This is an optimization exercise on Yosys and OpenROAD, whose aim is small area, not a production implementation.
Function was checked by simulation only, so behaviour that the tests miss may differ from the original.
Power is estimated from default activity; no workload was simulated.

$ cat design/flow/run.sh
#!/bin/bash
# synth_recipe.tcl (not shown) runs the flow's synth.tcl, then flattens the netlist and writes it again
# the make line also repeats each setting of config.mk as NAME=value (left out here)
make -C /OpenROAD-flow-scripts/flow DESIGN_CONFIG=/design/flow/config.mk WORK_HOME=/design/flow/orfs CLKGATE_MAP_FILE= SYNTH_SCRIPT=/design/flow/synth_recipe.tcl finish
$ cat design/flow/config.mk
export PLATFORM = sky130hd
export DESIGN_NAME = trfu
export DESIGN_NICKNAME = trfu
export VERILOG_FILES = /design/flow/design.v
export SDC_FILE = /design/flow/constraint.sdc
export NUM_CORES = 4
export LEC_CHECK = 0
export CAP_MARGIN = 20
export CORE_MARGIN = 2
export CORE_UTILIZATION = 70
export CTS_CLUSTER_DIAMETER = 100
export CTS_CLUSTER_SIZE = 25
export SLEW_MARGIN = 20
export SYNTH_HIERARCHICAL = 1
$ cat design/flow/constraint.sdc
create_clock -name core_clock -period 10.0 [get_ports {clk}]
set_input_delay 2.0000 -clock core_clock [delete_from_list [all_inputs] [get_ports {clk}]]
set_output_delay 2.0000 -clock core_clock [all_outputs]
set_load 0.01 [all_outputs]
$ cat design/flow/design.v
module trfu (
    input  wire        clk,
    input  wire        rst,        
    input  wire        line_in,    
    output wire        line_out,   
    output wire        line_oe,    
    input  wire [15:0] addr,
    input  wire [7:0]  wdata,
    input  wire        we,
    input  wire        re,
    output reg  [7:0]  rdata,
    output wire        exit_app
);
    localparam [7:0] START_MARKER = 8'h1B;
    localparam [7:0] TOKEN        = 8'h0E;
    localparam [2:0] PH_IDLE = 3'd0, PH_RECOVER = 3'd1, PH_RECEIVE = 3'd2,
                     PH_HELD = 3'd3, PH_TRANSMIT = 3'd4, PH_EXITED = 3'd5;
    localparam [1:0] RX_WAIT_FALL1 = 2'd0, RX_ZERO_TAIL = 2'd1, RX_WAIT_RISE = 2'd2,
                     RX_WINDOW = 2'd3;
    localparam [2:0] FS_START = 3'd0, FS_SEQ = 3'd1, FS_LENH = 3'd2, FS_LENL = 3'd3,
                     FS_TOKEN = 3'd4, FS_BODY = 3'd5, FS_CKSUM = 3'd6;
    reg [2:0]  phase;
    reg [9:0]  t_h, t_l;        
    reg        tvalid;
    reg [1:0]  st;
    reg [11:0] cnt;             
    reg [10:0] aux;             
    reg        prev;
    reg [7:0]  sr;              
    reg [1:0]  discard;
    reg [2:0]  fs;
    reg [7:0]  ck;              
    reg [7:0]  seqw;
    reg [5:0]  lenw;            
    reg [5:0]  bidx;            
    reg [7:0]  rxseq, rxck, txseq, txck;
    reg [15:0] txlen;
    reg [2:0]  retry;           
    reg [3:0]  event_r;
    reg [4:0] rot;
    reg [7:0] rxring [0:31];
    reg [7:0] txring [0:31];
    reg [7:0] pend;
    reg       pflag;
    wire idle  = ~phase[2] & ~phase[1] & ~phase[0];
    wire recov = ~phase[2] & ~phase[1] & phase[0];
    wire recv  = phase[1] & ~phase[0];
    wire held  = phase[1] & phase[0];
    wire txing = phase[2] & ~phase[0];
    assign exit_app = phase[2] & phase[0];
    assign line_oe  = txing;
    assign line_out = ~(txing & st[0]);
    wire [10:0] t_p;
    wire [10:0] pc;
    assign pc[0] = 1'b0;
    genvar gi;
    generate for (gi = 0; gi < 10; gi = gi + 1) begin : PADD
        assign t_p[gi]  = t_h[gi] ^ t_l[gi] ^ pc[gi];
        assign pc[gi+1] = (t_h[gi] & t_l[gi]) | (pc[gi] & (t_h[gi] ^ t_l[gi]));
    end endgenerate
    assign t_p[10] = pc[10];
    wire [8:0] t_q = t_p[10:2];
    wire [10:0] t_w;
    wire [11:0] wc;
    wire [10:0] p8n = ~{3'b000, t_p[10:3]};
    assign wc[0] = 1'b1;
    wire [10:0] wn_lo;           
    generate for (gi = 0; gi < 11; gi = gi + 1) begin : WSUB
        assign t_w[gi]  = t_p[gi] ^ p8n[gi] ^ wc[gi];
        assign wn_lo[gi] = ~(t_p[gi] ^ p8n[gi] ^ wc[gi]);
        assign wc[gi+1] = (t_p[gi] & p8n[gi]) | (wc[gi] & (t_p[gi] ^ p8n[gi]));
    end endgenerate
    wire [5:0] b1;
    wire [6:0] bc;
    assign bc[0] = 1'b1;
    generate for (gi = 0; gi < 6; gi = gi + 1) begin : BINC
        assign b1[gi]   = bidx[gi] ^ bc[gi];
        assign bc[gi+1] = bidx[gi] & bc[gi];
    end endgenerate
    wire [11:0] c1;
    wire [12:0] cc;
    assign cc[0] = 1'b1;
    generate for (gi = 0; gi < 12; gi = gi + 1) begin : CINC
        assign c1[gi]   = cnt[gi] ^ cc[gi];
        assign cc[gi+1] = cnt[gi] & cc[gi];
    end endgenerate
    wire [10:0] a1;
    wire [11:0] ac;
    assign ac[0] = 1'b1;
    generate for (gi = 0; gi < 11; gi = gi + 1) begin : AINC
        assign a1[gi]   = aux[gi] ^ ac[gi];
        assign ac[gi+1] = aux[gi] & ac[gi];
    end endgenerate
    wire [12:0] gw;
    wire [11:0] wn = {1'b1, wn_lo};
    assign gw[0] = 1'b1;
    generate for (gi = 0; gi < 12; gi = gi + 1) begin : WCMP
        trfu_maj u_maj (.a(c1[gi]), .b(wn[gi]), .c(gw[gi]), .y(gw[gi+1]));
    end endgenerate
    wire w_hit = gw[12];
    wire rx   = line_in;
    wire fall = prev & ~rx;
    wire rise = ~prev & rx;
    wire [10:0] lowrun1 = prev ? 11'd0 : a1;
    wire lr_hit = ~prev & (a1 == t_p);
    wire p2_hit = ~c1[0] & (c1[11:1] == t_p);
    wire c_3000 = c1[11] & c1[9] & c1[8] & c1[7] & c1[5] & c1[4] & c1[3];
    wire c_1000 = c1[9] & c1[8] & c1[7] & c1[6] & c1[5] & c1[3];
    wire [5:0] rxlen = (held | txing) ? bidx : 6'd0;
    wire       low12 = (addr[11:5] == 7'd0);
    wire       page0 = (addr[15:12] == 4'h0) && low12;
    wire       rd_rx = (addr[15:12] == 4'h1) && low12;
    wire       rd_tx = (addr[15:12] == 4'h2) && low12;
    wire [1:0] slo;
    wire       slc1, slc2;
    assign slo[0] = addr[0] ^ rot[0];
    assign slc1   = addr[0] & rot[0];
    assign slo[1] = addr[1] ^ rot[1] ^ slc1;
    assign slc2   = (addr[1] & rot[1]) | (slc1 & (addr[1] ^ rot[1]));
    wire [2:0] shi;
    wire [3:0] shc;
    assign shc[0] = 1'b0;
    generate for (gi = 0; gi < 3; gi = gi + 1) begin : SHI
        assign shi[gi]   = addr[gi+2] ^ rot[gi+2] ^ shc[gi];
        assign shc[gi+1] = (addr[gi+2] & rot[gi+2]) | (shc[gi] & (addr[gi+2] ^ rot[gi+2]));
    end endgenerate
    wire [3:0] dlo  = 4'd1 << slo;
    wire [7:0] dhi0 = 8'd1 << shi;
    wire [7:0] dhi  = slc2 ? {dhi0[6:0], dhi0[7]} : dhi0;
    wire [31:0] dec;
    generate for (gi = 0; gi < 32; gi = gi + 1) begin : DEC
        assign dec[gi] = dhi[gi / 4] & dlo[gi % 4];
    end endgenerate
    wire [255:0] rx_flat, tx_flat;
    generate for (gi = 0; gi < 32; gi = gi + 1) begin : FLAT
        assign rx_flat[8*gi+7:8*gi] = rxring[gi];
        assign tx_flat[8*gi+7:8*gi] = txring[gi];
    end endgenerate
    wire [7:0] rx_rd, tx_raw;
    trfu_aomux #(.N(32)) u_rxmux (.d(rx_flat), .sel(dec), .y(rx_rd));
    trfu_aomux #(.N(32)) u_txmux (.d(tx_flat), .sel(dec), .y(tx_raw));
    wire [7:0] tx_rd = tx_raw ^ {8{slo[0]}};    
    wire [31:0] rsel = 32'd1 << addr[4:0];
    wire [7:0] reg_rd;
    trfu_aoterms #(.T(21)) u_reg0 (.a({rsel[26], txlen[8], txlen[0], txck[0], txseq[0], rxlen[0], rxck[0], rxseq[0], t_p[8], t_p[0], t_w[8], t_w[0], t_q[8], t_q[0], t_l[8], t_l[0], t_h[8], t_h[0], retry[0], event_r[0], phase[0]}),
        .s({rsel[26], rsel[21], rsel[20], rsel[19], rsel[18], rsel[16], rsel[15], rsel[14], rsel[13], rsel[12], rsel[11], rsel[10], rsel[9], rsel[8], rsel[7], rsel[6], rsel[5], rsel[4], rsel[3], rsel[2], rsel[1]}), .y(reg_rd[0]));
    trfu_aoterms #(.T(21)) u_reg1 (.a({rsel[27], rsel[26], txlen[9], txlen[1], txck[1], txseq[1], rxlen[1], rxck[1], rxseq[1], t_p[9], t_p[1], t_w[9], t_w[1], t_q[1], t_l[9], t_l[1], t_h[9], t_h[1], retry[1], event_r[1], phase[1]}),
        .s({rsel[27], rsel[26], rsel[21], rsel[20], rsel[19], rsel[18], rsel[16], rsel[15], rsel[14], rsel[13], rsel[12], rsel[11], rsel[10], rsel[8], rsel[7], rsel[6], rsel[5], rsel[4], rsel[3], rsel[2], rsel[1]}), .y(reg_rd[1]));
    trfu_aoterms #(.T(18)) u_reg2 (.a({rsel[27], txlen[10], txlen[2], txck[2], txseq[2], rxlen[2], rxck[2], rxseq[2], t_p[10], t_p[2], t_w[10], t_w[2], t_q[2], t_l[2], t_h[2], retry[2], event_r[2], phase[2]}),
        .s({rsel[27], rsel[21], rsel[20], rsel[19], rsel[18], rsel[16], rsel[15], rsel[14], rsel[13], rsel[12], rsel[11], rsel[10], rsel[8], rsel[6], rsel[4], rsel[3], rsel[2], rsel[1]}), .y(reg_rd[2]));
    trfu_aoterms #(.T(16)) u_reg3 (.a({rsel[27], rsel[26], txlen[11], txlen[3], txck[3], txseq[3], rxlen[3], rxck[3], rxseq[3], t_p[3], t_w[3], t_q[3], t_l[3], t_h[3], event_r[3], held}),
        .s({rsel[27], rsel[26], rsel[21], rsel[20], rsel[19], rsel[18], rsel[16], rsel[15], rsel[14], rsel[12], rsel[10], rsel[8], rsel[6], rsel[4], rsel[2], rsel[1]}), .y(reg_rd[3]));
    trfu_aoterms #(.T(14)) u_reg4 (.a({rsel[26], txlen[12], txlen[4], txck[4], txseq[4], rxlen[4], rxck[4], rxseq[4], t_p[4], t_w[4], t_q[4], t_l[4], t_h[4], txing}),
        .s({rsel[26], rsel[21], rsel[20], rsel[19], rsel[18], rsel[16], rsel[15], rsel[14], rsel[12], rsel[10], rsel[8], rsel[6], rsel[4], rsel[1]}), .y(reg_rd[4]));
    trfu_aoterms #(.T(15)) u_reg5 (.a({rsel[24], rsel[22], txlen[13], txlen[5], txck[5], txseq[5], rxlen[5], rxck[5], rxseq[5], t_p[5], t_w[5], t_q[5], t_l[5], t_h[5], exit_app}),
        .s({rsel[24], rsel[22], rsel[21], rsel[20], rsel[19], rsel[18], rsel[16], rsel[15], rsel[14], rsel[12], rsel[10], rsel[8], rsel[6], rsel[4], rsel[1]}), .y(reg_rd[5]));
    trfu_aoterms #(.T(12)) u_reg6 (.a({txlen[14], txlen[6], txck[6], txseq[6], rxck[6], rxseq[6], t_p[6], t_w[6], t_q[6], t_l[6], t_h[6], tvalid}),
        .s({rsel[21], rsel[20], rsel[19], rsel[18], rsel[15], rsel[14], rsel[12], rsel[10], rsel[8], rsel[6], rsel[4], rsel[1]}), .y(reg_rd[6]));
    trfu_aoterms #(.T(11)) u_reg7 (.a({txlen[15], txlen[7], txck[7], txseq[7], rxck[7], rxseq[7], t_p[7], t_w[7], t_q[7], t_l[7], t_h[7]}),
        .s({rsel[21], rsel[20], rsel[19], rsel[18], rsel[15], rsel[14], rsel[12], rsel[10], rsel[8], rsel[6], rsel[4]}), .y(reg_rd[7]));
    always @* begin
        if (page0)      rdata = reg_rd;
        else if (rd_rx) rdata = rx_rd;
        else if (rd_tx) rdata = tx_rd;
        else            rdata = 8'h00;
    end
    wire [9:0] pos   = aux[9:0];
    wire [5:0] field = pos[8:3];
    wire       pre   = pos[9] & (field < 6'd59);
    wire       pre_z = (pos[9:1] == 9'd491);
    wire [5:0] d;
    wire [6:0] dc;
    wire [5:0] tln = ~txlen[5:0];
    assign dc[0] = 1'b1;
    generate for (gi = 0; gi < 6; gi = gi + 1) begin : DSUB
        assign d[gi]    = field[gi] ^ tln[gi] ^ dc[gi];
        assign dc[gi+1] = (field[gi] & tln[gi]) | (dc[gi] & (field[gi] ^ tln[gi]));
    end endgenerate
    wire d_ck      = (d == 6'd63);
    wire d_last    = (d == 6'd0);
    wire is_trailer = (d == 6'd1);
    wire is_final   = d_last & (pos[2:0] == 3'd7);
    wire cur_one    = pre ? !pre_z : sr[0];
    wire byte_end      = (pos[2:0] == 3'd7);      
    reg [7:0] fbyte;
    always @* begin
        case (field)
            6'd58: fbyte = START_MARKER;
            6'd59: fbyte = txseq;
            6'd60: fbyte = 8'h00;
            6'd61: fbyte = txlen[7:0];
            6'd62: fbyte = TOKEN;
            default: fbyte = d_ck ? ck : pend;
        endcase
    end
    wire [9:0] dur = (cur_one & !is_trailer) ? (st[0] ? t_l : t_h) : {1'b0, t_q};
    wire last_seg  = cur_one ? st[0] : (st == 2'd3);
    wire [1:0] r  = t_p[1:0];
    wire [3:0] qr = {1'b0, t_q[2:0]} + {2'b00, r};
    wire big      = (t_q[8:3] != 6'd0) || (qr > 4'd6);
    wire [2:0] lo3 = !is_final ? (3'd0 - {1'b0, r}) :
                     big       ? (3'd5 - {1'b0, r}) : (t_q[2:0] - 3'd1);
    wire [9:0] init3 = {{7{!is_final && (r != 2'd0)}}, lo3};
    reg [2:0]  phase_n;
    reg [9:0]  t_h_n, t_l_n;
    reg        tvalid_n;
    reg [1:0]  st_n;
    reg [11:0] cnt_n;
    reg [10:0] aux_n;
    reg [7:0]  sr_n;
    reg [1:0]  discard_n;
    reg [2:0]  fs_n;
    reg [7:0]  seqw_n;
    reg [5:0]  lenw_n, bidx_n;
    reg [7:0]  rxseq_n, rxck_n, txseq_n, txck_n;
    reg [15:0] txlen_n;
    reg [2:0]  retry_n;
    reg [3:0]  event_n;
    reg        rx_put;
    reg        tx_we;
    reg        ck_en;
    reg        go_exit, go_held, tx_done;    
    reg [7:0]  srs;
    wire       ck_clr = txing ? (field == 6'd58) : (fs == FS_START);
    wire [7:0] srs_w = {~fall, sr[7:1]};
    wire [7:0] ck_op = txing ? fbyte : srs_w;
    wire [7:0] ck_x   = (ck_clr ? 8'h00 : ck) ^ ck_op;
    task spend_retry(input [3:0] code);
        begin
            event_n = code;
            retry_n = retry + 3'd1;
            if (retry[1] & retry[0]) begin
                event_n = 4'd10;
                phase_n = PH_EXITED; go_exit = 1'b1;
            end else begin
                phase_n = PH_RECOVER;
                st_n    = 2'd0;
                cnt_n   = 12'd0;
            end
        end
    endtask
    task deliver(input [7:0] b);
        begin
            ck_en = 1'b1;
            case (fs)
                FS_START: begin
                    if (b == START_MARKER) fs_n = FS_SEQ;
                end
                FS_SEQ: begin
                    seqw_n = b;
                    fs_n   = FS_LENH;
                end
                FS_LENH: begin
                    lenw_n = (b != 8'd0) ? 6'h3F : 6'h00;
                    fs_n   = FS_LENL;
                end
                FS_LENL: begin
                    lenw_n = (lenw[5] || b[7:6] != 2'd0 || (b[5] && b[4:0] != 5'd0)) ? 6'h3F : b[5:0];
                    fs_n   = FS_TOKEN;
                end
                FS_TOKEN: begin
                    bidx_n = 6'd0;
                    if (b == TOKEN) fs_n = (lenw == 6'd0) ? FS_CKSUM : FS_BODY;
                    else            fs_n = FS_START;
                end
                FS_BODY: begin
                    if (bidx[5]) begin
                        fs_n = FS_START;
                    end else begin
                        rx_put = 1'b1;
                        bidx_n = b1;
                        if (b1 == lenw) fs_n = FS_CKSUM;
                    end
                end
                default: begin  
                    if (b == ck) begin
                        rxseq_n = seqw;
                        rxck_n  = b;
                        phase_n = PH_HELD; go_held = 1'b1;
                    end
                    fs_n = FS_START;
                end
            endcase
        end
    endtask
    task shift_bit(input b);
        begin
            srs = {b, sr[7:1]};
            if (sr[0]) begin
                sr_n    = 8'h80;
                retry_n = 3'd0;
                if (discard != 2'd0) discard_n = discard - 2'd1;
                else                 deliver(srs);
            end else begin
                sr_n = srs;
            end
        end
    endtask
    always @* begin
        phase_n   = phase;
        t_h_n     = t_h;
        t_l_n     = t_l;
        tvalid_n  = tvalid;
        st_n      = st;
        cnt_n     = c1;              
        aux_n     = aux;
        sr_n      = sr;
        discard_n = discard;
        fs_n      = fs;
        seqw_n    = seqw;
        lenw_n    = lenw;
        bidx_n    = bidx;
        rxseq_n   = rxseq;
        rxck_n    = rxck;
        txseq_n   = txseq;
        txlen_n   = txlen;
        txck_n    = txck;
        retry_n   = retry;
        event_n   = event_r;
        rx_put    = 1'b0;
        tx_we     = 1'b0;
        ck_en     = 1'b0;
        go_exit   = 1'b0;
        go_held   = 1'b0;
        tx_done   = 1'b0;
        srs       = {1'b0, sr[7:1]};
        if (recov) begin
            if (rx == st[0]) begin            
                st_n  = st + 2'd1;
                cnt_n = 12'd0;
                if (st == 2'd2) aux_n = c1[10:0];
                if (st == 2'd3) begin
                    if (aux[9:3] == 7'd0 || c1[9:3] == 7'd0) begin
                        spend_retry(4'd5);
                    end else begin
                        t_h_n     = aux[9:0];
                        t_l_n     = c1[9:0];
                        tvalid_n  = 1'b1;
                        event_n   = 4'd15;
                        sr_n      = 8'hC0;
                        discard_n = 2'd3;
                        fs_n      = FS_START;
                        phase_n   = PH_RECEIVE;
                        st_n      = RX_WAIT_FALL1;
                    end
                end
            end else if (st[1] ? c_1000 : c_3000) begin
                spend_retry({2'b00, st} + 4'd1);
            end
        end
        if (recv) begin
            aux_n = lowrun1;
            case (st)
                RX_WAIT_FALL1: begin
                    if (fall)       st_n = RX_WINDOW;
                    else if (w_hit) spend_retry(4'd6);
                end
                RX_WINDOW: begin
                    if (fall) begin
                        st_n = RX_ZERO_TAIL;
                        shift_bit(1'b0);
                    end else if (w_hit) begin
                        st_n = RX_WAIT_RISE;
                        shift_bit(1'b1);
                    end
                end
                default: begin  
                    if (rise) begin
                        st_n  = RX_WAIT_FALL1;
                        cnt_n = 12'd0;
                    end else if (!rx && lr_hit) begin
                        if (st[0]) begin
                            spend_retry(4'd7);
                        end else begin
                            event_n = 4'd9;
                            phase_n = PH_EXITED; go_exit = 1'b1;
                        end
                    end else if (!st[0] && p2_hit) begin
                        spend_retry(4'd8);
                    end
                end
            endcase
        end
        if (txing) begin
            if (c1[9:0] == dur) begin
                cnt_n = 12'd0;
                if (is_trailer) begin
                    txck_n  = sr;
                    txlen_n = 16'd0;
                    event_n = 4'd14;
                    phase_n = PH_RECOVER; tx_done = 1'b1;
                    st_n    = 2'd0;
                end else if (last_seg) begin
                    st_n  = 2'd0;
                    aux_n = a1;
                    if (byte_end && !d_last) begin
                        sr_n  = fbyte;
                        ck_en = 1'b1;
                    end else begin
                        sr_n = {sr[0], sr[7:1]};
                    end
                end else begin
                    st_n = st + 2'd1;
                    if (st == 2'd2) cnt_n = {2'b00, init3};
                end
            end
        end
        if (we) begin
            if (addr == 16'h0000) begin
                case (wdata)
                    8'h00: ;
                    8'h01: begin  
                        if (idle | exit_app | go_exit) begin
                            retry_n  = 3'd0;
                            tvalid_n = 1'b0;
                            event_n  = 4'd0;
                            phase_n  = PH_RECOVER;
                            st_n     = 2'd0;
                            cnt_n    = 12'd0;
                        end else begin
                            event_n = 4'd12;
                        end
                    end
                    8'h02: begin  
                        if (!(held | go_held)) begin
                            event_n = 4'd12;
                        end else if (txlen[15:6] != 10'd0 || (txlen[5] && txlen[4:0] != 5'd0)) begin
                            event_n = 4'd13;
                        end else begin
                            phase_n = PH_TRANSMIT;
                            st_n    = 2'd0;
                            cnt_n   = 12'd0;
                            aux_n   = 11'd959;
                        end
                    end
                    8'h03: begin  
                        if (held | go_held) begin
                            phase_n = PH_RECOVER;
                            st_n    = 2'd0;
                            cnt_n   = 12'd0;
                        end else begin
                            event_n = 4'd12;
                        end
                    end
                    8'h04: phase_n = PH_IDLE;  
                    default: event_n = 4'd11;
                endcase
            end else if (!txing | tx_done) begin
                if (addr == 16'h0012) txseq_n = wdata;
                if (addr == 16'h0014) txlen_n[7:0] = wdata;
                if (addr == 16'h0015) txlen_n[15:8] = wdata;
                if (rd_tx) tx_we = 1'b1;
            end
        end
    end
    always @(posedge clk) begin
        if (rst) begin
            phase   <= PH_IDLE;
            t_h     <= 10'd0;
            t_l     <= 10'd0;
            tvalid  <= 1'b0;
            rxseq   <= 8'h00;
            rxck    <= 8'h00;
            txseq   <= 8'h00;
            txlen   <= 16'd0;
            txck    <= 8'h00;
            retry   <= 3'd0;
            event_r <= 4'd0;
        end else begin
            phase   <= phase_n;
            t_h     <= t_h_n;
            t_l     <= t_l_n;
            tvalid  <= tvalid_n;
            rxseq   <= rxseq_n;
            rxck    <= rxck_n;
            txseq   <= txseq_n;
            txlen   <= txlen_n;
            txck    <= txck_n;
            retry   <= retry_n;
            event_r <= event_n;
        end
    end
    always @(posedge clk) begin
        prev    <= rx;
        st      <= st_n;
        cnt     <= cnt_n;
        aux     <= aux_n;
        sr      <= sr_n;
        discard <= discard_n;
        fs      <= fs_n;
        if (ck_en) ck <= ck_x;
        seqw    <= seqw_n;
        lenw    <= lenw_n;
        bidx    <= bidx_n;
    end
    wire [4:0] rb, rf;
    wire [5:0] rbc, rfc;
    assign rbc[0] = 1'b0;
    assign rfc[0] = 1'b0;
    generate for (gi = 0; gi < 5; gi = gi + 1) begin : RADD
        assign rb[gi]    = rot[gi] ^ bidx[gi] ^ rbc[gi];
        assign rbc[gi+1] = (rot[gi] & bidx[gi]) | (rbc[gi] & (rot[gi] ^ bidx[gi]));
        assign rf[gi]    = rot[gi] ^ field[gi] ^ rfc[gi];
        assign rfc[gi+1] = (rot[gi] & field[gi]) | (rfc[gi] & (rot[gi] ^ field[gi]));
    end endgenerate
    wire [4:0] rot1;
    wire [5:0] r1c;
    assign r1c[0] = 1'b1;
    generate for (gi = 0; gi < 5; gi = gi + 1) begin : RINC
        assign rot1[gi]  = rot[gi] ^ r1c[gi];
        assign r1c[gi+1] = rot[gi] & r1c[gi];
    end endgenerate
    wire rx_ins  = pflag && (rb == 5'd0);
    wire tx_take = txing && (rf == 5'd0);      
    wire [31:0] tx_hit = {dec[30:0], dec[31]} & {32{tx_we}};
    wire [7:0] wd_n = ~wdata;
    wire [255:0] tx_next;
    generate for (gi = 0; gi < 32; gi = gi + 1) begin : TXR
        trfu_mx2i u_m [7:0] (.a0(txring[(gi + 31) % 32]), .a1((gi % 2) ? wdata : wd_n),
                             .s(tx_hit[gi]), .y(tx_next[8*gi+7:8*gi]));
    end endgenerate
    integer k;
    always @(posedge clk) begin
        rot <= rot1;
        for (k = 0; k < 32; k = k + 1) txring[k] <= tx_next[8*k +: 8];
        for (k = 31; k > 0; k = k - 1) rxring[k] <= rxring[k-1];
        rxring[0] <= rx_ins ? pend : rxring[31];
        if (rx_put)       pend <= srs;
        else if (tx_take) pend <= ~txring[1];
        pflag <= rx_put | (pflag & !rx_ins);
    end
endmodule
module trfu_aomux #(parameter N = 32) (
    input  wire [8*N-1:0] d,
    input  wire [N-1:0]   sel,
    output wire [7:0]     y
);
    localparam K = (N + 2) / 3;
    wire [3*K-1:0] s = {{(3*K-N){1'b0}}, sel};
    genvar b, g;
    generate for (b = 0; b < 8; b = b + 1) begin : BIT
        wire [3*K-1:0] v;
        for (g = 0; g < N; g = g + 1) begin : V
            assign v[g] = d[8*g+b];
        end
        for (g = N; g < 3*K; g = g + 1) begin : Z
            assign v[g] = 1'b0;
        end
        wire [K-1:0] n;
        for (g = 0; g < K; g = g + 1) begin : G
            trfu_aoi222 u (.a1(v[3*g]), .a2(s[3*g]), .b1(v[3*g+1]), .b2(s[3*g+1]),
                           .c1(v[3*g+2]), .c2(s[3*g+2]), .y(n[g]));
        end
        trfu_nandn #(.K(K)) u_or (.a(n), .y(y[b]));
    end endgenerate
endmodule
module trfu_aoterms #(parameter T = 3) (
    input  wire [T-1:0] a,
    input  wire [T-1:0] s,
    output wire         y
);
    localparam K = (T + 2) / 3;
    wire [3*K-1:0] va = {{(3*K-T){1'b0}}, a};
    wire [3*K-1:0] vs = {{(3*K-T){1'b0}}, s};
    wire [K-1:0] n;
    genvar g;
    generate for (g = 0; g < K; g = g + 1) begin : G
        trfu_aoi222 u (.a1(va[3*g]), .a2(vs[3*g]), .b1(va[3*g+1]), .b2(vs[3*g+1]),
                       .c1(va[3*g+2]), .c2(vs[3*g+2]), .y(n[g]));
    end endgenerate
    trfu_nandn #(.K(K)) u_or (.a(n), .y(y));
endmodule
module trfu_maj (
    input  wire a, b, c,
    output wire y
);
    assign y = (a & b) | (a & c) | (b & c);
endmodule
module trfu_mx2i (
    input  wire a0, a1, s,
    output wire y
);
    assign y = ~(s ? a1 : a0);
endmodule
module trfu_aoi222 (
    input  wire a1, a2, b1, b2, c1, c2,
    output wire y
);
    assign y = ~((a1 & a2) | (b1 & b2) | (c1 & c2));
endmodule
module trfu_nandn #(parameter K = 4) (
    input  wire [K-1:0] a,
    output wire         y
);
    assign y = ~&a;
endmodule
==> run notes, run 1 <==
# TYPE chip_impl_metric gauge
chip_impl_metric{name="worst_clock_skew",unit="ns"} 0.0254
chip_impl_metric{name="areaGrowthSynthToFinish",unit="%"} 8.17
chip_impl_metric{name="largest_net_degree_at_the_start_of_global_routing",unit=""} 77
chip_impl_metric{name="initialDrtViolationCount",unit=""} 4354
chip_impl_metric{name="crit_arrival",unit="ns"} 7.81
chip_impl_metric{name="dr.pass1.iters",unit=""} 14
chip_impl_info{name="synth_most_common_cell",value="dfxtp_1"} 1
chip_impl_info{name="cts_tree",value="yes"} 1
chip_impl_info{name="yosys-top-cells-count",value="dfxtp_1, mux2i_1, a222oi_1"} 1
chip_impl_metric{name="setup_total_negative_slack",unit="ns"} 0
chip_impl_info{name="reg2reg_from",value="t_h[0]"} 1
chip_impl_metric{name="io_pins",unit=""} 40
chip_impl_info{name="destination_of_the_worst_register_to_register_timing_path",value="cnt[0]"} 1
chip_impl_metric{name="cts.path.max_buffers",unit=""} 3
chip_impl_metric{name="globalRouteTotalUtil",unit=""} 0.478
chip_impl_info{name="rsz0062_at_grt",value="no"} 1
chip_impl_metric{name="cpPeakStageDelay",unit="ns"} 0.54
chip_impl_metric{name="multi_input_area",unit="um2"} 12900
chip_impl_metric{name="worst_reg_to_reg_path_cell_count",unit=""} 28
chip_impl_metric{name="path_max_fanout",unit=""} 4
chip_impl_metric{name="fillers",unit=""} 2436
chip_impl_metric{name="wire_length_of_the_first_global_routing_pass",unit="um"} 147000
chip_impl_info{name="run_status",value="finished clean"} 1
chip_impl_metric{name="detail_route.wirelength",unit="um"} 98400
chip_impl_metric{name="hold_buffer_count_at_cts",unit=""} 0
chip_impl_metric{name="syn_avg_cell_area",unit="um2"} 10.7
chip_impl_metric{name="residual_antenna_violating_net_count_after_detailed_routing",unit=""} 0
chip_impl_metric{name="clock_pin_slew_of_the_registers_on_the_worst_case_setup_and_hold_paths",unit="ns"} 0.10
chip_impl_metric{name="route.detailed.drc",unit=""} 0
chip_impl_metric{name="powerDensity",unit="nW/um2"} 155
chip_impl_metric{name="p_sw_frac",unit=""} 0.248
chip_impl_metric{name="synth.yosys.warnings",unit=""} 9
chip_impl_metric{name="cts-buffers-inserted",unit=""} 31
chip_impl_metric{name="internal_power",unit="uW"} 3420
chip_impl_metric{name="ctsHtreeMaxLevel",unit=""} 1
chip_impl_info{name="hp-start",value="rxring[22][6]"} 1
chip_impl_metric{name="worst_skew_pair.late_latency",unit="ns"} 0.66
chip_impl_metric{name="start_util",unit=""} 0.707
chip_impl_metric{name="final-setup-viol-count",unit=""} 0
chip_impl_metric{name="routed-via-count",unit=""} 23800
chip_impl_info{name="cp_common_cell",value="fa_2"} 1
chip_impl_metric{name="design.die.area",unit="um2"} 40400
chip_impl_metric{name="first_global_vias",unit=""} 23800
chip_impl_metric{name="place.detailed.hpwl",unit="um"} 66800
chip_impl_metric{name="max_slew.worst_pin.slew",unit="ns"} 1.25
chip_impl_metric{name="achievable-frequency",unit="GHz"} 0.102
chip_impl_metric{name="maxCapViolCount",unit=""} 0
chip_impl_metric{name="cp.required",unit="ns"} 8.00
chip_impl_metric{name="buffer_ports.inserted",unit=""} 38
chip_impl_metric{name="synth-edff-count",unit=""} 36
chip_impl_metric{name="timing.slew.headroom",unit=""} 0.164
chip_impl_metric{name="drt-vias-per-instance",unit=""} 7.53
chip_impl_metric{name="globalplace.congestion",unit=""} 1.00
chip_impl_metric{name="synth.cell_area",unit="um2"} 27200
chip_impl_metric{name="synth_top_area_frac",unit=""} 0.468
chip_impl_metric{name="clock-sinks",unit=""} 672
chip_impl_metric{name="final_core_utilization",unit=""} 0.764
chip_impl_metric{name="total_leakage_power",unit="uW"} 0.0106
chip_impl_metric{name="regArea",unit="um2"} 13800
chip_impl_metric{name="finalNetCount",unit=""} 2731
chip_impl_metric{name="max-vdd-ir-drop",unit="V"} 0.000207
chip_impl_metric{name="layout-drive-gt1-share",unit=""} 0.0641
chip_impl_info{name="critical-path-slowest-cell",value="clkdlybuf4s50_1"} 1
chip_impl_metric{name="avgRoutedWirePerCell",unit="um"} 31.2
chip_impl_metric{name="ys_seq_elements",unit=""} 672
chip_impl_metric{name="number_of_antenna_violations_at_the_first_check_in_global_routing",unit=""} 5
chip_impl_info{name="worst_setup_path_startpoint",value="t_h[0]"} 1
chip_impl_info{name="cts-root-buf",value="clkbuf_16"} 1
chip_impl_metric{name="syn_inst",unit=""} 2546
chip_impl_metric{name="pwr-share-comb",unit=""} 0.083
chip_impl_info{name="critical_path.cell_chain",value="ha_1 -> fa_1 -> inv_1 -> fa_1 -> fa_2 -> fa_2 -> fa_2 -> fa_2 -> fa_2 -> fa_1 -> fa_1 -> fa_2 -> fa_1 -> inv_1 -> ha_1 -> inv_1 -> a222oi_1 -> and4_1 -> nand4_1 -> nor2_1 -> a211oi_1 -> a21oi_1 -> nor2_1 -> clkdlybuf4s50_1"} 1
chip_impl_metric{name="async_flop_share",unit=""} 0
chip_impl_metric{name="synth.yosys.seq_area_share",unit=""} 0.508
chip_impl_info{name="ys_top_cells_by_area",value="dfxtp_1, mux2i_1, a222oi_1"} 1
chip_impl_metric{name="setup_slack_reg_to_reg",unit="ns"} 1.17
chip_impl_metric{name="grt-ovfl-total",unit=""} 0
chip_impl_metric{name="dieWidth",unit="um"} 201
chip_impl_metric{name="final_max_slew_viol_count",unit=""} 0
chip_impl_metric{name="yosysUniqueCellTypes",unit=""} 82
chip_impl_metric{name="timing.hold.worst_path_depth",unit=""} 0
chip_impl_info{name="timing_worst_setup_path_type",value="reg -> out"} 1
chip_impl_metric{name="power.switching",unit="uW"} 1130
chip_impl_metric{name="pwr-share-seq",unit=""} 0.598
chip_impl_metric{name="die_h",unit="um"} 201
chip_impl_info{name="hold_path.class",value="reg -> reg"} 1
chip_impl_metric{name="fin_crit",unit="ns"} 9.81
chip_impl_info{name="whs_endpoint",value="rxring[23][6]"} 1
chip_impl_info{name="startpoint_class_of_the_critical_path",value="flip-flop"} 1
chip_impl_info{name="setup.worst_path.end_class",value="output port"} 1
chip_impl_info{name="synth_top_cell_by_area",value="dfxtp_1"} 1
chip_impl_metric{name="period_utilization",unit=""} 0.981
chip_impl_metric{name="core_area",unit="um2"} 38500
chip_impl_info{name="synth_ff_type",value="dfxtp_1"} 1
chip_impl_metric{name="postCtsSetupRepairBufs",unit=""} 0
chip_impl_metric{name="report.final.hold_viol_count",unit=""} 0
chip_impl_metric{name="num_rows",unit=""} 72
chip_impl_metric{name="share_clk_of_total_power",unit=""} 0.319
## layer usage
metal	part of all wire	track usage	vias up
met5	0.00010	0	-
met4	0.10	0.395	2
met3	0.12	0.114	667
met2	0.44	0.753	2094
met1	0.34	0.557	11200
li1	-	-	9800
## critical path: cells and delay by family, from the launching register on
| kind | cells | cell delay (ns) |
|---|---|---|
| DFF | 1 | 0.36 |
| and+or+nand+nor | 4 | 0.64 |
| buffers and inverters | 4 | 0.72 |
| AOI/OAI and AO/OA | 3 | 0.64 |
| adders and majority gates | 13 | 4.84 |
## how the worst max path moves through the flow
stage	end	slack (ns)	cells after the start
after CTS	rdata[1]	0.02	26
final	rdata[0]	0.19	24
after global placement	rdata[1]	0.45	26
after floorplan	cnt[11]	1.48	31
after global routing	rdata[0]	0.02	24
after detailed placement	rdata[2]	0.42	25
## per-module statistics from Yosys (local to each module, per instance), excerpt
module,cell area [um2],copies in the design,cells
trfu_maj,11.3,12,1
trfu_mx2i,10.0,256,1
trfu_aoi222,10.0,220,1
trfu,21800,1,1975
## state kept, by name (all words and copies together), names as in the netlist, 10 cells and up
name / flops
aux: 11
cnt: 12
rxring: 256
t_h: 10
t_l: 10
txlen: 16
txring: 256
## area by class of cell
| class | count | area share |
|---|---|---|
| sequential | 672 | 0.470 |
| timing repair buffer | 104 | 0.0298 |
| antenna | 4 | 0.000340 |
| clock buffer | 36 | 0.0277 |
| inverter | 83 | 0.0106 |
| tap | 518 | 0.0220 |
| multi-input combinational | 1737 | 0.438 |
| clock inverter | 3 | 0.00162 |
## cell usage in the layout, fill, tap and decap left out, types with 8 or more instances in the layout
master,Yosys,final
and2_1,15,15
inv_1,83,83
buf_4,0,66
mux2_2,17,17
o21ai_0,49,48
dfxtp_1,636,634
and3_1,14,14
nor4_1,20,19
clkbuf_16,0,32
clkdlybuf4s50_1,0,35
nand2b_1,18,17
a211o_1,8,8
maj3_2,12,12
nand3_1,94,92
nand2_1,151,151
ha_1,44,44
a31oi_1,8,8
a211oi_1,15,14
mux2i_1,301,301
edfxtp_1,36,36
xnor2_1,46,46
a21o_1,12,12
a21oi_1,116,116
xor2_1,30,30
fa_1,29,23
nor2_1,209,208
o22ai_1,12,12
nor2b_1,18,18
a222oi_1,220,220
or3_1,29,29
conb_1,6,42
nand4_1,56,56
nor3_1,35,34
## through the flow
step	hold slack (ns)	power [uW]	instances	instance area [um2]	setup WS [ns]
after global routing	0.360	4630	3153	29400	0.0170
after detailed placement	0.335	3140	3114	28500	0.423
after global placement	0.333	3130	3114	28500	0.452
final	0.354	4550	3157	29400	0.189
after floorplan	0.330	3010	2582	27300	1.48
after CTS	0.338	4510	3153	29400	0.0241
## cells by family (layout without fill, tap and decap cells)
family	Yosys count	after routing	synth area share
other cells	6	46	0.000828
compound gates	515	515	0.151
mux	319	319	0.118
simple gates	699	699	0.125
buf+inv	173	226	0.0248
flops	672	672	0.508
xor+xnor	77	77	0.0254
fa+ha+maj	85	85	0.0466
## power by group through the flow
stage               Clock, uW  Combinational, uW  Sequential (uW)
floorplan                   0                231             2780
global placement            0                350             2780
detailed placement          0                356             2780
CTS                      1430                360             2720
global route             1520                392             2720
finish                   1450                376             2720
## what timing repair did
item                                    4_1_cts  5_1_grt
endpoints found under the setup margin        3        3
resized for setup                             8        6
pin swaps                                     2        3
==> run 2: changes to the inputs <==
--- a/design/flow/design.v
+++ b/design/flow/design.v
@@ -494,14 +494,13 @@
         bidx    <= bidx_n;
     end
-    wire [4:0] rb, rf;
-    wire [5:0] rbc, rfc;
-    assign rbc[0] = 1'b0;
-    assign rfc[0] = 1'b0;
+    wire [4:0] rx_x = txing ? field[4:0] : bidx[4:0];
+    wire [4:0] rsum;
+    wire [5:0] rsc;
+    assign rsc[0] = 1'b0;
     generate for (gi = 0; gi < 5; gi = gi + 1) begin : RADD
-        assign rb[gi]    = rot[gi] ^ bidx[gi] ^ rbc[gi];
-        assign rbc[gi+1] = (rot[gi] & bidx[gi]) | (rbc[gi] & (rot[gi] ^ bidx[gi]));
-        assign rf[gi]    = rot[gi] ^ field[gi] ^ rfc[gi];
-        assign rfc[gi+1] = (rot[gi] & field[gi]) | (rfc[gi] & (rot[gi] ^ field[gi]));
+        assign rsum[gi]  = rot[gi] ^ rx_x[gi] ^ rsc[gi];
+        assign rsc[gi+1] = (rot[gi] & rx_x[gi]) | (rsc[gi] & (rot[gi] ^ rx_x[gi]));
     end endgenerate
+    wire rsum0 = (rsum == 5'd0);
     wire [4:0] rot1;
     wire [5:0] r1c;
@@ -511,6 +510,6 @@
         assign r1c[gi+1] = rot[gi] & r1c[gi];
     end endgenerate
-    wire rx_ins  = pflag && (rb == 5'd0);
-    wire tx_take = txing && (rf == 5'd0);      
+    wire rx_ins  = pflag && !txing && rsum0;
+    wire tx_take = txing && rsum0;             
     wire [31:0] tx_hit = {dec[30:0], dec[31]} & {32{tx_we}};
     wire [7:0] wd_n = ~wdata;
==> design/flow/flow/run.sh (new file) <==
#!/bin/bash
# Layout: the standard flow (standard.sh: all ORFS steps, standard
# synthesis, power grid and tap cells) with two settings passed through
# ORFS's own variables:
#  - the buffers that global placement puts on the ports are buf_2 cells;
#  - clock tree synthesis clusters up to 25 sinks within 100 um per leaf
#    buffer and inserts no dummy loads.
# The whole make output goes to standard.log in this folder; ORFS keeps
# each step's own log under orfs/logs/.
set -euo pipefail
export BUFFER_PORTS_ARGS="-buffer_cell sky130_fd_sc_hd__buf_2"
export CTS_ARGS="-sink_clustering_enable -repair_clock_nets -dont_use_dummy_load -sink_clustering_size 25 -sink_clustering_max_diameter 100"
bash standard.sh > standard.log 2>&1
==> design/flow/standard.sh (new file) <==
#!/bin/bash
# synth_recipe.tcl (not shown) runs the flow's synth.tcl, then flattens the netlist and writes it again
# the make line also repeats each setting of config.mk as NAME=value (left out here)
make -C /OpenROAD-flow-scripts/flow DESIGN_CONFIG=/design/flow/config.mk WORK_HOME=/design/flow/orfs CLKGATE_MAP_FILE= SYNTH_SCRIPT=/design/flow/synth_recipe.tcl "${@:-finish}"
--- a/design/flow/config.mk
+++ b/design/flow/config.mk
@@ -9,6 +9,4 @@
 export CORE_MARGIN = 2
 export CORE_UTILIZATION = 70
-export CTS_CLUSTER_DIAMETER = 100
-export CTS_CLUSTER_SIZE = 25
 export SLEW_MARGIN = 20
 export SYNTH_HIERARCHICAL = 1
removed: design/flow/run.sh
==> run 2 against run 1 <==
Clock-buffer cell count is 6 lower. Die area shrank 0.38%. Worst setup slack improved by 0.071 ns. Hold slack worse by 0.016 ns. Fmax rose by 0.73%. Total power is 7.5% lower. Non-clock buffer count decreased by 12. First-iteration DRC count decreased by 13%. Critical endpoint is now rdata[1].
==> run notes, run 2 <==
# TYPE chip_impl_metric gauge
chip_impl_info{name="run_status",value="finished clean"} 1
chip_impl_info{name="destination_of_the_worst_register_to_register_timing_path",value="retry[2]"} 1
chip_impl_metric{name="synth.yosys.seq_area_share",unit=""} 0.510
chip_impl_metric{name="report.final.hold_viol_count",unit=""} 0
chip_impl_metric{name="avgRoutedWirePerCell",unit="um"} 30.3
chip_impl_metric{name="routed-via-count",unit=""} 22700
chip_impl_metric{name="worst_reg_to_reg_path_cell_count",unit=""} 27
chip_impl_metric{name="wire_length_of_the_first_global_routing_pass",unit="um"} 137000
chip_impl_metric{name="powerDensity",unit="nW/um2"} 145
chip_impl_metric{name="final-setup-viol-count",unit=""} 0
chip_impl_info{name="setup.worst_path.end_class",value="output port"} 1
chip_impl_info{name="synth_top_cell_by_area",value="dfxtp_1"} 1
chip_impl_metric{name="crit_arrival",unit="ns"} 7.74
chip_impl_info{name="worst_setup_path_startpoint",value="t_h[0]"} 1
chip_impl_metric{name="multi_input_area",unit="um2"} 12800
chip_impl_metric{name="path_max_fanout",unit=""} 6
chip_impl_metric{name="yosysUniqueCellTypes",unit=""} 89
chip_impl_metric{name="total_leakage_power",unit="uW"} 0.0104
chip_impl_metric{name="regArea",unit="um2"} 13800
chip_impl_info{name="cts_tree",value="yes"} 1
chip_impl_metric{name="dr.pass1.iters",unit=""} 13
chip_impl_metric{name="worst_clock_skew",unit="ns"} 0.0376
chip_impl_info{name="yosys-top-cells-count",value="dfxtp_1, mux2i_1, nor2_1"} 1
chip_impl_metric{name="die_h",unit="um"} 201
chip_impl_metric{name="residual_antenna_violating_net_count_after_detailed_routing",unit=""} 0
chip_impl_metric{name="achievable-frequency",unit="GHz"} 0.103
chip_impl_info{name="synth_ff_type",value="dfxtp_1"} 1
chip_impl_metric{name="fillers",unit=""} 2672
chip_impl_metric{name="drt-vias-per-instance",unit=""} 7.38
chip_impl_metric{name="period_utilization",unit=""} 0.974
chip_impl_info{name="timing_worst_setup_path_type",value="reg -> out"} 1
chip_impl_metric{name="worst_skew_pair.late_latency",unit="ns"} 0.64
chip_impl_metric{name="detail_route.wirelength",unit="um"} 93200
chip_impl_metric{name="p_total",unit="uW"} 4210
chip_impl_metric{name="syn_avg_cell_area",unit="um2"} 10.9
chip_impl_metric{name="dieWidth",unit="um"} 201
chip_impl_info{name="whs_endpoint",value="rxring[30][0]"} 1
chip_impl_info{name="top_regs",value="rxring: 256 flops, txring: 256 flops, txlen: 16 flops"} 1
chip_impl_info{name="startpoint_class_of_the_critical_path",value="flip-flop"} 1
chip_impl_metric{name="largest_net_degree_at_the_start_of_global_routing",unit=""} 63
chip_impl_metric{name="setup_total_negative_slack",unit="ns"} 0
chip_impl_metric{name="ctsHtreeMaxLevel",unit=""} 1
chip_impl_metric{name="ys_seq_elements",unit=""} 672
chip_impl_metric{name="initialDrtViolationCount",unit=""} 3778
chip_impl_metric{name="async_flop_share",unit=""} 0
chip_impl_metric{name="synth.cell_area",unit="um2"} 27100
chip_impl_metric{name="layout-drive-gt1-share",unit=""} 0.0820
chip_impl_metric{name="globalplace.congestion",unit=""} 1.05
chip_impl_metric{name="synth_top_area_frac",unit=""} 0.470
chip_impl_metric{name="cp.required",unit="ns"} 8.00
chip_impl_metric{name="grt-ovfl-total",unit=""} 0
chip_impl_info{name="layout_commonest_cell",value="dfxtp_1"} 1
chip_impl_info{name="reg2reg_from",value="t_h[0]"} 1
chip_impl_info{name="cts-root-buf",value="clkbuf_16"} 1
chip_impl_metric{name="synth-edff-count",unit=""} 36
chip_impl_metric{name="design.die.area",unit="um2"} 40300
chip_impl_metric{name="fin_crit",unit="ns"} 9.74
chip_impl_metric{name="setup_slack_reg_to_reg",unit="ns"} 1.08
chip_impl_info{name="hold_path.class",value="reg -> reg"} 1
chip_impl_metric{name="num_rows",unit=""} 72
chip_impl_info{name="ys_top_cells_by_area",value="dfxtp_1, mux2i_1, a222oi_1"} 1
chip_impl_metric{name="synth.yosys.warnings",unit=""} 9
chip_impl_info{name="synth_most_common_cell",value="dfxtp_1"} 1
chip_impl_metric{name="clock-sinks",unit=""} 672
chip_impl_metric{name="max-vdd-ir-drop",unit="V"} 0.000221
chip_impl_metric{name="timing.slew.headroom",unit=""} 0.0755
chip_impl_metric{name="globalRouteTotalUtil",unit=""} 0.450
chip_impl_metric{name="start_util",unit=""} 0.706
chip_impl_info{name="hp-start",value="rxring[29][0]"} 1
chip_impl_info{name="most-common-layout-cells",value="dfxtp_1, mux2i_1, a222oi_1"} 1
chip_impl_metric{name="clock_pin_slew_of_the_registers_on_the_worst_case_setup_and_hold_paths",unit="ns"} 0.11
chip_impl_metric{name="io_pins",unit=""} 40
chip_impl_metric{name="syn_inst",unit=""} 2486
chip_impl_metric{name="route.detailed.drc",unit=""} 0
chip_impl_metric{name="cts.path.max_buffers",unit=""} 3
chip_impl_metric{name="max_slew.worst_pin.slew",unit="ns"} 1.39
chip_impl_metric{name="first_global_vias",unit=""} 22200
chip_impl_metric{name="timing.hold.worst_path_depth",unit=""} 0
chip_impl_metric{name="core_area",unit="um2"} 38400
chip_impl_metric{name="maxCapViolCount",unit=""} 0
chip_impl_metric{name="buffer_ports.inserted",unit=""} 38
chip_impl_metric{name="final_max_slew_viol_count",unit=""} 0
chip_impl_metric{name="number_of_antenna_violations_at_the_first_check_in_global_routing",unit=""} 4
chip_impl_metric{name="place.detailed.hpwl",unit="um"} 63700
chip_impl_metric{name="cts-buffers-inserted",unit=""} 30
chip_impl_metric{name="finalNetCount",unit=""} 2660
chip_impl_metric{name="areaGrowthSynthToFinish",unit="%"} 6.90
[run 2: area by class of cell]
type,count,area share
timing repair buffer,92,0.0210
antenna,1,0.0000864
multi-input combinational,1678,0.442
tap,518,0.0224
clock buffer,30,0.0259
sequential,672,0.477
inverter,88,0.0114
[run 2: kinds of logic (layout without fill, tap and decap cells)]
kind of cell	after synthesis	after routing	share of synthesized area
AOI/OAI and AO/OA	511	511	0.152
adders and majority gates	81	81	0.0441
muxes	328	328	0.122
buffers and inverters	172	210	0.0257
and+or+nand+nor	634	634	0.118
DFF	672	672	0.510
other	6	43	0.000832
xor gates and xnor gates	82	82	0.0275
[run 2: per-layer routing]
layer | vias up | wire (um) | GRT usage
li1 | 9572 | - | -
met1 | 10800 | 32100 | 0.536
met2 | 1834 | 41300 | 0.710
met3 | 547 | 11200 | 0.100
met4 | 4 | 8520 | 0.350
met5 | - | 23 | 0
[run 2: what timing repair did]
item                       in CTS  in global routing
setup buffers                   0                  1
hold buffers                    0                  0
setup endpoints to repair       0                  2
resized for setup               0                  9
hold endpoints to repair        0                  0
[run 2: power by group]
group	leakage [uW]	internal [uW]	switching, uW	total [uW]
logic	0.00424	31.0	110	141
clock network	0.000370	536	833	1370
registers	0.00579	2690	0.721	2700
total	0.0104	3260	944	4210
[run 2: stage by stage]
stage	area [um2]	setup slack (ns)	hold slack, ns	util	instances
after floorplan	27200	1.55	0.330	-	2522
after global placement	28100	0.743	0.333	0.733	3044
after detailed placement	28100	0.778	0.335	0.733	3044
after CTS	28900	0.0997	0.341	0.752	3074
after global routing	28900	-0.0308	0.345	0.754	3078
final	28900	0.260	0.337	0.754	3079
[run 2: worst max-delay path by stage]
stage                to  cells after the start  slack, ns
4_1_cts        rdata[2]                     25        0.1
6_report       rdata[1]                     25       0.26
3_3_place_gp   rdata[2]                     27       0.74
5_1_grt        rdata[1]                     25      -0.03
3_5_place_dp   rdata[2]                     25       0.78
2_1_floorplan  rdata[1]                     26       1.55
[run 2: Yosys stat by module, one instance, submodules excluded, excerpt]
| module | cells | times used | flip-flops and latches | cell area (um2) |
|---|---|---|---|---|
| trfu_mx2i | 1 | 256 | 0 | 10.0 |
| trfu_aoi222 | 1 | 220 | 0 | 10.0 |
| trfu_maj | 1 | 12 | 0 | 11.3 |
| trfu | 1915 | 1 | 672 | 21700 |
[run 2: worst max-delay path, stage by stage, from the launching register on]
cell and delay [ns]:
dfxtp_2 0.37, ha_1 0.16, fa_1 0.17, inv_1 0.05
fa_1 0.40, fa_2 0.37, fa_1 0.41, fa_2 0.36
fa_1 0.64, fa_1 0.48, fa_1 0.46, fa_1 0.46
fa_1 0.49, fa_1 0.43, inv_1 0.06, ha_1 0.15
ha_1 0.15, inv_1 0.04, a222oi_1 0.30, and4_1 0.25
nand4_1 0.24, nor2_1 0.22, a211oi_2 0.10, a21oi_2 0.14
nor2_1 0.05, buf_2 0.17

what the ideal ports hide:
No port has a modelled driver above. Below, the same layouts with a new extraction and two added sets of constraints. Step 1 (the two cells are an assumption about what drives the block):
set clk [get_ports {clk}]
set_driving_cell -lib_cell sky130_fd_sc_hd__clkbuf_16 $clk
set_driving_cell -lib_cell sky130_fd_sc_hd__buf_2 [delete_from_list [all_inputs] $clk]
Step 2 also shifts input and output timing later by t, the mid clock arrival at the registers, as if the neighbouring blocks saw the same clock. Slacks: no drivers / after step 1 / after step 2; pairs: no drivers / after step 1.
run	t (ns)	setup slack, ns	worst setup path at the end	worst register clock-pin slew, ns
run 1	0.704	0.189 / 0.127 / 0.221	input to output	0.11 / 0.11
run 2	0.683	0.260 / 0.203 / 0.844	input to output	0.12 / 0.12
After both steps every run listed still meets setup and hold.
